Background: an optimization exercise with open tools, aiming at small area, a short achievable clock period and few clock cycles per item. Do not read the settings as production practice. Where RTL was checked, it was by simulation tests only, not by an equivalence proof against the original.

Design wsc_px3, start of the top module:
module wsc_px3 (
    input  wire         clk,
    input  wire         rst,
    input  wire         in_valid,
    output wire         in_ready,
    input  wire         in_op,        
    input  wire [287:0] in_win,
    output reg          out_valid,
    input  wire         out_ready,
    output reg  [31:0]  out_pix
);
Size: about 3,100 cells after synthesis, roughly 220 flip-flops, about 330 I/O pins.
Settings: LEC_CHECK=0, CAP_MARGIN=20, CORE_MARGIN=2, CORE_UTILIZATION=40, CTS_BUF_LIST=sky130_fd_sc_hd__clkbuf_4 sky130_fd_sc_hd__clkbuf_8, CTS_CLUSTER_DIAMETER=60, CTS_CLUSTER_SIZE=20, SLEW_MARGIN=20, SYNTH_HIERARCHICAL=1; clock period 28.0 ns.
standard.sh (not shown) runs the stock make flow with config.mk's settings and CLKGATE_MAP_FILE= SYNTH_SCRIPT=/design/flow/synth_recipe.tcl, a recipe that flattens the netlist after the stock synthesis.
==> flow/flow/run.sh <==
#!/bin/bash
set -e
export BUFFER_PORTS_ARGS="-buffer_cell sky130_fd_sc_hd__buf_1"
export SETUP_SLACK_MARGIN=20.0
bash standard.sh > standard.log 2>&1
The starting point ran to the end with no violations.
==> next run, changes <==
==> flow/flow/run.sh (replaced) <==
#!/bin/bash
set -e
export BUFFER_PORTS_ARGS="-buffer_cell sky130_fd_sc_hd__buf_1"
export SETUP_SLACK_MARGIN=20.35
bash standard.sh > standard.log 2>&1
=> Clock-buffer cell count falls by 4; setup slack is better by 0.33 ns; wire length came out lower slightly; via count is about the same; sequential cell count is unchanged; critical path depth stays the same; first-iteration DRC count falls by a few percent; area after synthesis does not change; clock skew goes up by 0.017 ns; fmax goes up by a few percent.
No functional check of the RTL was part of any run of this note.

run A:
Another version of the RTL of wsc_px3 (not shown whole).
Size in the first run: roughly 4000 cells after synthesis, roughly 220 flip-flops, about 35000 sq um of cells after synthesis.
export LEC_CHECK = 0
export ABC_AREA = 1
export CAP_MARGIN = 20
export CORE_MARGIN = 2
export CORE_UTILIZATION = 40
export CTS_BUF_LIST = sky130_fd_sc_hd__clkbuf_4 sky130_fd_sc_hd__clkbuf_8
export CTS_CLUSTER_DIAMETER = 60
export CTS_CLUSTER_SIZE = 20
export SLEW_MARGIN = 20
export SYNTH_HIERARCHICAL = 1
create_clock -name core_clock -period 28.0 [get_ports {clk}]
==> flow/flow/run.sh <==
#!/bin/bash
set -e
export BUFFER_PORTS_ARGS="-buffer_cell sky130_fd_sc_hd__buf_1"
export SETUP_SLACK_MARGIN=20.35
bash standard.sh > standard.log 2>&1
Testbench counts of run A, summed over its fixed seeds: cycles 12,016, items 12,000.
Changes in run B relative to run A:
Settings: ABC_AREA removed (was 1).
==> flow/flow/run.sh <==
#!/bin/bash
set -e
export BUFFER_PORTS_ARGS="-buffer_cell sky130_fd_sc_hd__buf_1"
export SETUP_SLACK_MARGIN=20.2
bash standard.sh > standard.log 2>&1
Findings:
Run B against run A: count of inserted antenna diode cells decreased by 1 relative to the old numbers, post-synthesis compound-gate area fraction +6.2 points, share of the synthesized netlist area taken by xor and xnor gates higher.
What run B reported for logic depth of the worst register-to-register path has to be multiplied by 1.4 to get the figure for run A.
Side by side, headroom to the max-slew limit turned out higher in run B than in run A.
Edits applied to the flow inputs when going from run B to run C:
==> flow/flow/run.sh <==
#!/bin/bash
set -e
export BUFFER_PORTS_ARGS="-buffer_cell sky130_fd_sc_hd__buf_1"
export SETUP_SLACK_MARGIN=20.35
bash standard.sh > standard.log 2>&1
Run C and run B ended up with nearly the same sequential share of layout area.
Re area of the die: no difference whatsoever between run B and run C.
Routed wire length delta (run C -> run B): insignificant
Sort run C and run B by final worst-path setup slack desc -> top: run C
Diff run B -> run C: number of slew-limit violations in the final report did not really move; met2 capacity usage during global routing went down.
Row global-route wire length before repair: run C lower / run B higher
Looking at portion of the clock cycle consumed by the worst path in the final layout, run C sits 0.19 points lower than run B does.
On run C: area growth from synthesis to layout is 0.42 points higher than what run B gave.
Compared with run B, run C shows global placement routability congestion that has gone down slightly.
What run D does differently from run C at the input level:
Settings: CORE_UTILIZATION: 40 -> 60.
### Flow results
Run D did not stop at any stage, and its layout met the timing, design-rule and antenna checks. For final cycle utilization of the critical path, run D and run C come out practically identical. Run D vs run C — total of cells resized after clock tree synthesis rose 5. Run D vs. run C: critical path depth went up, number of clock buffers in the layout moved up, latest clock arrival within the worst-skew pair stayed essentially flat. From run C to run D the numbers moved as follows: row count decreased about 18%, worst hold slack rose by 0.033 ns, final wirelength rose 2100 microns, number of antenna violations at the first check in global routing now sits lower.
--- input diff run D..run E ---
Settings: removing CTS_CLUSTER_DIAMETER (formerly 60); removing CTS_CLUSTER_SIZE (formerly 20); changing CORE_UTILIZATION from 60 to 40.
Findings:
Run E ran to completion and came out clean on the timing, design-rule and antenna checks.
Going from run D to run E, actual transition at the worst max-transition pin went down by 0.023 ns; number of gates resized after cts went down by 5; design area went up by about 2.3%; via count went down by 437; shortest period the worst path allows went down by 0.027 ns.
Looking at data arrival time of the critical path across run E and run D, the one that comes out lower is run E.
Compared to run D, the router laid down less metal wire for run E.
Changes observed in run E relative to run D: deepest level of the CTS H-tree has increased; setup slack has increased; number of inserted filler cells in the final layout has increased.

wsc_px3, a different RTL version from the one above (not shown whole).
Size: ~3100 cells after synthesis, ~220 flip-flops, roughly 330 I/O pins, roughly 34000 um2 of cells after synthesis.
## wsc_px3
module wsc_px3 (
    input  wire         clk,
    input  wire         rst,
    input  wire         in_valid,
    output wire         in_ready,
    input  wire         in_op,        
    input  wire [287:0] in_win,
    output reg          out_valid,
    input  wire         out_ready,
    output reg  [31:0]  out_pix
);
clock: 28.0 ns
lec_check: 0
cap_margin: 20
core_margin: 2
core_utilization: 40
slew_margin: 20
synth_hierarchical: 1
run.sh (not shown) runs the stock make flow with config.mk's settings and CLKGATE_MAP_FILE= SYNTH_SCRIPT=/design/flow/synth_recipe.tcl, a recipe that flattens the netlist after the stock synthesis.
Stock flow here: none of the scripts above is used.
The baseline finished clean.
Testbench counts at the start, summed over its fixed seeds: cycles 12,016, items 12,000.
Rerun with:
==> flow/flow/run.sh (new file) <==
#!/bin/bash
set -e
export BUFFER_PORTS_ARGS="-buffer_cell sky130_fd_sc_hd__buf_1"
bash standard.sh > standard.log 2>&1
==> flow/standard.sh (new file) <==
#!/bin/bash
# synth_recipe.tcl (not shown) runs the flow's synth.tcl, then flattens the netlist and writes it again
# the make line also repeats each setting of config.mk as NAME=value (left out here)
make -C /OpenROAD-flow-scripts/flow DESIGN_CONFIG=/design/flow/config.mk WORK_HOME=/design/flow/orfs CLKGATE_MAP_FILE= SYNTH_SCRIPT=/design/flow/synth_recipe.tcl "${@:-finish}"
removed: flow/run.sh
What happened:
- The changed run ran to the end with no violations
- design area falls by a few percent
- core utilization falls by 2.4 points
- non-clock buffer count falls by 2

RTL: one of the versions met above, not the one the previous note started from.
Size in the first run: roughly 220 flip-flops, ~330 I/O pins.
export LEC_CHECK = 0
export ABC_CLOCK_PERIOD_IN_PS = 2500
export CAP_MARGIN = 20
export CORE_MARGIN = 2
export CORE_UTILIZATION = 40
export CTS_BUF_LIST = sky130_fd_sc_hd__clkbuf_4 sky130_fd_sc_hd__clkbuf_8
export CTS_CLUSTER_DIAMETER = 60
export CTS_CLUSTER_SIZE = 20
export SLEW_MARGIN = 20
export SYNTH_HIERARCHICAL = 1
create_clock -name core_clock -period 28.0 [get_ports {clk}]
standard.sh (not shown) runs the stock make flow with config.mk's settings and CLKGATE_MAP_FILE= SYNTH_SCRIPT=/design/flow/synth_recipe.tcl, a recipe that flattens the netlist after the stock synthesis.
==> flow/flow/run.sh <==
#!/bin/bash
set -e
export BUFFER_PORTS_ARGS="-buffer_cell sky130_fd_sc_hd__buf_1"
export SETUP_SLACK_MARGIN=20.35
bash standard.sh > standard.log 2>&1
Testbench counts at the start, summed over its fixed seeds: cycles 12,016, items 12,000.
Rerun with:
--- a/flow/flow/run.sh
+++ b/flow/flow/run.sh
@@ -4 +4 @@
-export SETUP_SLACK_MARGIN=20.35
+export SETUP_SLACK_MARGIN=20.55
Settings changed: ABC_AREA set to 1, ABC_CLOCK_PERIOD_IN_PS 2500 to not set.
After rerunning: The new run passed the timing, design-rule and antenna checks. First-iteration DRC count went up by 23%. Register-to-register slack is better by 80 ps. Worst setup slack is better by 270 ps. Count of clock-buffer cells in the layout went down by 2. Routed wire length went up by 9.4%. Sequential share of layout area went down by 0.73 points.
Rerun with:
--- a/flow/flow/run.sh
+++ b/flow/flow/run.sh
@@ -4 +4 @@
-export SETUP_SLACK_MARGIN=20.55
+export SETUP_SLACK_MARGIN=20.35
Settings changed: ABC_AREA 1 to not set, PLACE_DENSITY set to 0.45.
Result: The changed run finished with timing, DRC and antenna clean. Design area decreases by 4.7%. Count of clock-buffer cells in the layout increases by 9. Sequential share of layout area increases by 0.70 points. Hold slack gains 21 ps.
Rerun with:
--- a/flow/flow/run.sh
+++ b/flow/flow/run.sh
@@ -4 +4 @@
-export SETUP_SLACK_MARGIN=20.35
+export SETUP_SLACK_MARGIN=20.45
Settings changed: PLACE_DENSITY 0.45 to not set.
Outcome: The new run finished with timing, DRC and antenna clean; count of clock-buffer cells in the layout goes down by 10; sequential share of layout area goes down by 0.10 points; non-clock buffer count goes up by 5; routed wire length goes down by 8.7%; worst setup slack is worse by 31 ps.

pepper:
wsc_px3, a different RTL version from the one above (not shown whole).
Size in the first run: about 2900 cells after synthesis, roughly 220 flip-flops, ~330 I/O pins, ~33000 um^2 of cells after synthesis.
export LEC_CHECK = 0
export CAP_MARGIN = 20
export CORE_MARGIN = 2
export CORE_UTILIZATION = 40
export CTS_BUF_LIST = sky130_fd_sc_hd__clkbuf_4 sky130_fd_sc_hd__clkbuf_8
export SLEW_MARGIN = 20
export SYNTH_HIERARCHICAL = 1
create_clock -name core_clock -period 28.0 [get_ports {clk}]
==> flow/flow/run.sh <==
#!/bin/bash
set -e
export BUFFER_PORTS_ARGS="-buffer_cell sky130_fd_sc_hd__buf_1"
export SETUP_SLACK_MARGIN=20.35
bash standard.sh > standard.log 2>&1
Testbench counts of pepper, summed over its fixed seeds: cycles 12,016, items 12,000.
--- input diff pepper..garnet ---
# pepper
export LEC_CHECK = 0
export CAP_MARGIN = 20
export CORE_MARGIN = 2
export CORE_UTILIZATION = 40
export CTS_BUF_LIST = sky130_fd_sc_hd__clkbuf_4 sky130_fd_sc_hd__clkbuf_8
export SLEW_MARGIN = 20
export SYNTH_HIERARCHICAL = 1
create_clock -name core_clock -period 28.0 [get_ports {clk}]
# garnet
export LEC_CHECK = 0
export CAP_MARGIN = 20
export CORE_MARGIN = 2
export CORE_UTILIZATION = 40
export SLEW_MARGIN = 20
export SYNTH_HIERARCHICAL = 1
create_clock -name core_clock -period 28.0 [get_ports {clk}]
--- a/flow/flow/run.sh
+++ b/flow/flow/run.sh
@@ -4 +3,0 @@
-export SETUP_SLACK_MARGIN=20.35
[summary]
- Per the comparison of garnet with pepper, depth of the CTS H-tree shows a reduction of 1; I/O pin count flat.
- Compared with pepper, garnet shows timing-limited maximum frequency that has gone down by a little under 10%.
- Lower clock network area share was reported by pepper, not garnet.
- garnet — global placement routability congestion about 0.44% higher, pepper as reference
- On final setup slack of the worst path: between garnet and pepper, it ends up lower for garnet.
- First-pass GRT wire length: lower on garnet
- Summary: with pepper as the reference, met1 routed wirelength after detailed routing in garnet moved down slightly.
- Measured against each other, garnet and pepper differ in mean routed wirelength per cell, the higher figure coming from pepper.
- garnet vs. pepper: global-route usage went down by 0.58 points.
#### Input delta (sierra over garnet)
--- a/flow/flow/run.sh
+++ b/flow/flow/run.sh
@@ -3,0 +4 @@
+export SETUP_SLACK_MARGIN=20.35
--- outcome ---
- Comparing garnet and sierra, the lower non-clock buffer count is on garnet.
- Going from garnet to sierra, the global-route usage was found to have gone up by 0.41 points.
- Compared with garnet, in sierra signal arrival time at the worst endpoint down 0.53 ns, clock skew climbed 0.0049 ns, via count comparable, multi-input gate share of total cell area stayed essentially flat.
- Iteration count of the initial detailed-routing pass: higher on garnet
#### Input delta (onyx over sierra)
--- a/flow/flow/run.sh
+++ b/flow/flow/run.sh
@@ -4 +4 @@
-export SETUP_SLACK_MARGIN=20.35
+export SETUP_SLACK_MARGIN=20.5
Findings:
Between sierra and onyx, the difference in weighted congestion at the end of routability-driven global placement is negligible. sierra → onyx: cell count flat; fraction of area in registers went down. Run comparison: onyx first element of the critical path in_win[11]; sierra first element of the critical path in_win[27]. Relative to sierra, the shortest clock period the worst path allows after layout of onyx is higher by 0.030 ns. onyx ends up with lower first-pass GRT wire length than sierra does. | first-iteration DRC count | onyx vs sierra | better |. onyx vs sierra on worst path setup slack after routing: onyx is the lower one.

## re-timing with driven ports
The results above use ideal ports. As a check the final layouts listed here were re-extracted and re-timed, cells and wires unchanged. Step 1, drivers: a clkbuf_16 drives clk and a buf_2 each remaining input, both assumed. Step 2 adds t to the input delays and takes it off the output delays; t is the mean of the earliest and latest rising clock arrival at the registers after step 1. Input paths then give back, and output paths get back, about the clock's delay inside the block. Slacks: ideal ports / drivers / drivers and shift; pairs: ideal ports / drivers.
| run | shift t [ns] | setup WS [ns] | clock arrival spread, ns | worst register clock-pin slew, ns | worst data-port slew with drivers (ns) |
|---|---|---|---|---|---|
| the first run of note 1 | 0.691 | 20.200 / 20.141 / 20.022 | 0.031 / 0.031 | 0.12 / 0.12 | 0.05 |
| the second run of note 1 | 0.677 | 20.526 / 20.467 / 20.072 | 0.048 / 0.048 | 0.12 / 0.12 | 0.15 |
| run A | 0.693 | 20.589 / 20.568 / 19.926 | 0.089 / 0.090 | 0.11 / 0.11 | 0.05 |
| run B | 0.669 | 20.319 / 20.347 / 19.678 | 0.045 / 0.044 | 0.11 / 0.11 | 0.05 |
| run C | 0.690 | 20.371 / 20.404 / 19.714 | 0.061 / 0.060 | 0.11 / 0.11 | 0.05 |
| run D | 0.690 | 20.345 / 20.382 / 19.692 | 0.047 / 0.046 | 0.10 / 0.10 | 0.05 |
| run E | 0.676 | 20.372 / 20.411 / 19.735 | 0.055 / 0.054 | 0.06 / 0.06 | 0.06 |
| the first run of note 3 | 0.625 | 19.565 / 19.565 / 19.190 | 0.029 / 0.028 | 0.06 / 0.06 | 0.06 |
| the second run of note 3 | 0.631 | 19.775 / 19.775 / 19.529 | 0.021 / 0.021 | 0.07 / 0.07 | 0.05 |
| the first run of note 4 | 0.690 | 20.371 / 20.404 / 19.714 | 0.061 / 0.060 | 0.11 / 0.11 | 0.05 |
| the second run of note 4 | 0.683 | 20.637 / 20.669 / 19.986 | 0.080 / 0.080 | 0.11 / 0.11 | 0.06 |
| the third run of note 4 | 0.716 | 20.395 / 20.440 / 19.724 | 0.037 / 0.037 | 0.10 / 0.10 | 0.06 |
| the fourth run of note 4 | 0.657 | 20.364 / 20.398 / 19.740 | 0.051 / 0.051 | 0.12 / 0.12 | 0.05 |
| pepper | 0.667 | 20.371 / 20.411 / 19.744 | 0.045 / 0.045 | 0.07 / 0.07 | 0.06 |
| garnet | 0.641 | 19.691 / 19.691 / 19.538 | 0.021 / 0.021 | 0.07 / 0.07 | 0.05 |
| sierra | 0.660 | 20.375 / 20.415 / 19.755 | 0.030 / 0.030 | 0.07 / 0.07 | 0.06 |
| onyx | 0.645 | 20.346 / 20.375 / 19.730 | 0.037 / 0.037 | 0.07 / 0.07 | 0.05 |
After both steps every run listed still meets setup and hold. For the third run of note 4, which loses most, drivers alone change the setup slack by +0.045 ns; drivers and shift together by -0.671 ns.
